This design comes from an exercise in tuning for small area and few clock cycles on the open sky130 flow, not from production work. The RTL was checked by simulation tests, not by an equivalence proof against the original design. Power is estimated from default activity; no workload was simulated.

// ups_q1
module ups_q1 (
    input  wire        clk,
    input  wire        rst,
    input  wire        t_valid,
    input  wire [31:0] t_req,
    input  wire        t_byte_valid,
    input  wire [7:0]  t_byte,
    output wire        t_ready,
    input  wire        h_valid,
    input  wire [31:0] h_req,
    output wire        h_ready,
    output reg         h_resp_valid,
    output reg  [3:0]  h_resp_status,
    output reg  [31:0] h_resp_data,
    output reg         tx_valid,
    output reg  [2:0]  tx_len,
    output reg  [55:0] tx_bytes,
    output reg         evt_valid,
    output reg  [3:0]  evt_code,
    output reg  [31:0] evt_info
);
clock: 12.0 ns
lec_check: 0
cap_margin: 20
core_margin: 2
core_utilization: 70
slew_margin: 20
standard.sh (not shown) runs the stock make flow with config.mk's settings and CLKGATE_MAP_FILE= SYNTH_SCRIPT=/design/flow/synth_recipe.tcl, a recipe that flattens the netlist after the stock synthesis.
==> flow/flow/run.sh <==
#!/bin/bash
# The standard layout (standard.sh, unchanged synthesis), with:
# - the port buffers made from the smallest buffer cell;
# - clock tree: large sink clusters, no dummy loads.
export BUFFER_PORTS_ARGS="-buffer_cell sky130_fd_sc_hd__buf_1"
export CTS_ARGS="-sink_clustering_enable -repair_clock_nets -sink_clustering_size 10 -sink_clustering_max_diameter 35 -buf_list sky130_fd_sc_hd__clkbuf_4 -tree_buf sky130_fd_sc_hd__clkbuf_8 -root_buf sky130_fd_sc_hd__clkbuf_8 -dont_use_dummy_load"
bash standard.sh finish > standard.log 2>&1
The first run completed with no timing, DRC or antenna violations.
Testbench counts at the start, summed over its fixed seeds: cycles 9,304.
Next try:
==> flow/flow/run.sh (replaced) <==
#!/bin/bash
# The standard layout (standard.sh, unchanged synthesis), with:
# - the port buffers made from the smallest buffer cell;
# - clock tree: large sink clusters, no dummy loads.
export BUFFER_PORTS_ARGS="-buffer_cell sky130_fd_sc_hd__buf_1"
export CTS_ARGS="-sink_clustering_enable -repair_clock_nets -sink_clustering_size 30 -sink_clustering_max_diameter 60 -buf_list sky130_fd_sc_hd__clkbuf_16 -tree_buf sky130_fd_sc_hd__clkbuf_8 -root_buf sky130_fd_sc_hd__clkbuf_8 -dont_use_dummy_load"
bash standard.sh finish > standard.log 2>&1
- CAP_MARGIN: 20 -> 0
- GPL_TIMING_DRIVEN: default -> 0
- SLEW_MARGIN: 20 -> 0
Outcome:
- die area does not change
- cell area went up by a few percent
- register-to-register slack loses 0.34 ns
- worst setup slack is worse by 0.34 ns
- routed wire length grows by a few percent
- critical path depth came out higher by 3
- combinational power rises by a little under a tenth
- fmax came out lower by a few percent
- power goes up by a few percent
- count of clock-buffer cells in the layout went down by 30
Next try:
- CAP_MARGIN: 0 -> 20
- CORE_UTILIZATION: 70 -> 80
- GPL_TIMING_DRIVEN: 0 -> default
- SLEW_MARGIN: 0 -> 20
The changed run went through all stages and came out clean.
Total power decreases slightly.
Cell area decreases by a few percent.
Setup slack improves by 0.0084 ns.
Next try:
- CORE_UTILIZATION: 80 -> 70
What happened:
- count of clock-buffer cells in the layout is higher by 1
- sequential share of layout area falls by 0.32 points
- design area went up by 0.56%
- register-to-register slack gets better by 0.34 ns
- power came out lower by 0.46%
- core utilization went down by 11 points
- maximum frequency rose by 3.9%
- area after synthesis stays the same
- sequential power hardly moves
- wire length came out lower by 8.5%
- global-route usage went down by 8.0 points
Next try:
==> flow/flow/run.sh (replaced) <==
#!/bin/bash
# The standard layout (standard.sh, unchanged synthesis), with:
# - the port buffers made from the smallest buffer cell;
# - clock tree: large sink clusters, no dummy loads.
export BUFFER_PORTS_ARGS="-buffer_cell sky130_fd_sc_hd__buf_1"
export CTS_ARGS="-sink_clustering_enable -repair_clock_nets -sink_clustering_size 30 -sink_clustering_max_diameter 60 -buf_list sky130_fd_sc_hd__clkbuf_16 -dont_use_dummy_load"
bash standard.sh finish > standard.log 2>&1
- CORE_UTILIZATION: 70 -> 55
Wire length barely changes.
Area after synthesis is unchanged.
Power went up by 2.0%.
Next try:
==> flow/flow/run.sh (replaced) <==
#!/bin/bash
# The standard layout (standard.sh, unchanged synthesis), with:
# - the port buffers made from the smallest buffer cell;
# - clock tree: small sink clusters on small clock buffers, no dummy loads.
export BUFFER_PORTS_ARGS="-buffer_cell sky130_fd_sc_hd__buf_1"
export CTS_ARGS="-sink_clustering_enable -repair_clock_nets -sink_clustering_size 10 -sink_clustering_max_diameter 35 -buf_list sky130_fd_sc_hd__clkbuf_4 -tree_buf sky130_fd_sc_hd__clkbuf_8 -root_buf sky130_fd_sc_hd__clkbuf_8 -dont_use_dummy_load"
bash standard.sh finish > standard.log 2>&1
- CAP_MARGIN: 20 -> 0
- CORE_UTILIZATION: 55 -> 70
- SLEW_MARGIN: 20 -> 0
What happened: The changed run produced a clean layout; register-to-register slack improves by 0.15 ns; routed wire length is lower by 1.8%; total power is lower by 5.9%; cell area is lower by 2.2%; critical path depth is lower by 17.

## re-timing with driven ports
In the flow no input, the clock included, has a driving cell. The finished layouts below were timed again as built, in two steps. Step 1: set_driving_cell puts a clkbuf_16 on clk and a buf_2 on each other input, an assumption about the parent block. Step 2 times the ports against the registers' clock, not the clock port: input delays grow and output delays shrink by t, the midpoint of the rising clock arrivals with the driver on. Three values: ideal, step 1, step 2; two values: the first two.
run	t, ns	slack for setup (ns)	worst hold slack (ns)	slew at the worst register clock pin (ns)	worst data-port slew with drivers (ns)
the first run	0.576	3.207 / 3.207 / 2.797	0.390 / 0.390 / 0.390	0.11 / 0.11	0.04
the second run	0.658	2.872 / 2.872 / 2.277	0.400 / 0.400 / 0.400	0.10 / 0.10	0.05
the third run	0.672	2.880 / 2.880 / 2.681	0.392 / 0.392 / 0.392	0.11 / 0.11	0.11
the fourth run	0.655	3.225 / 3.225 / 2.769	0.414 / 0.414 / 0.414	0.11 / 0.11	0.04
the fifth run	0.599	3.219 / 3.219 / 2.759	0.387 / 0.387 / 0.387	0.10 / 0.10	0.05
the sixth run	0.585	2.996 / 2.975 / 2.855	0.389 / 0.389 / 0.389	0.11 / 0.11	0.04
After both steps every run listed still meets setup and hold. The setup slack of the second run, which loses most, moves by 0.000 ns with the drivers and by -0.595 ns with both steps.
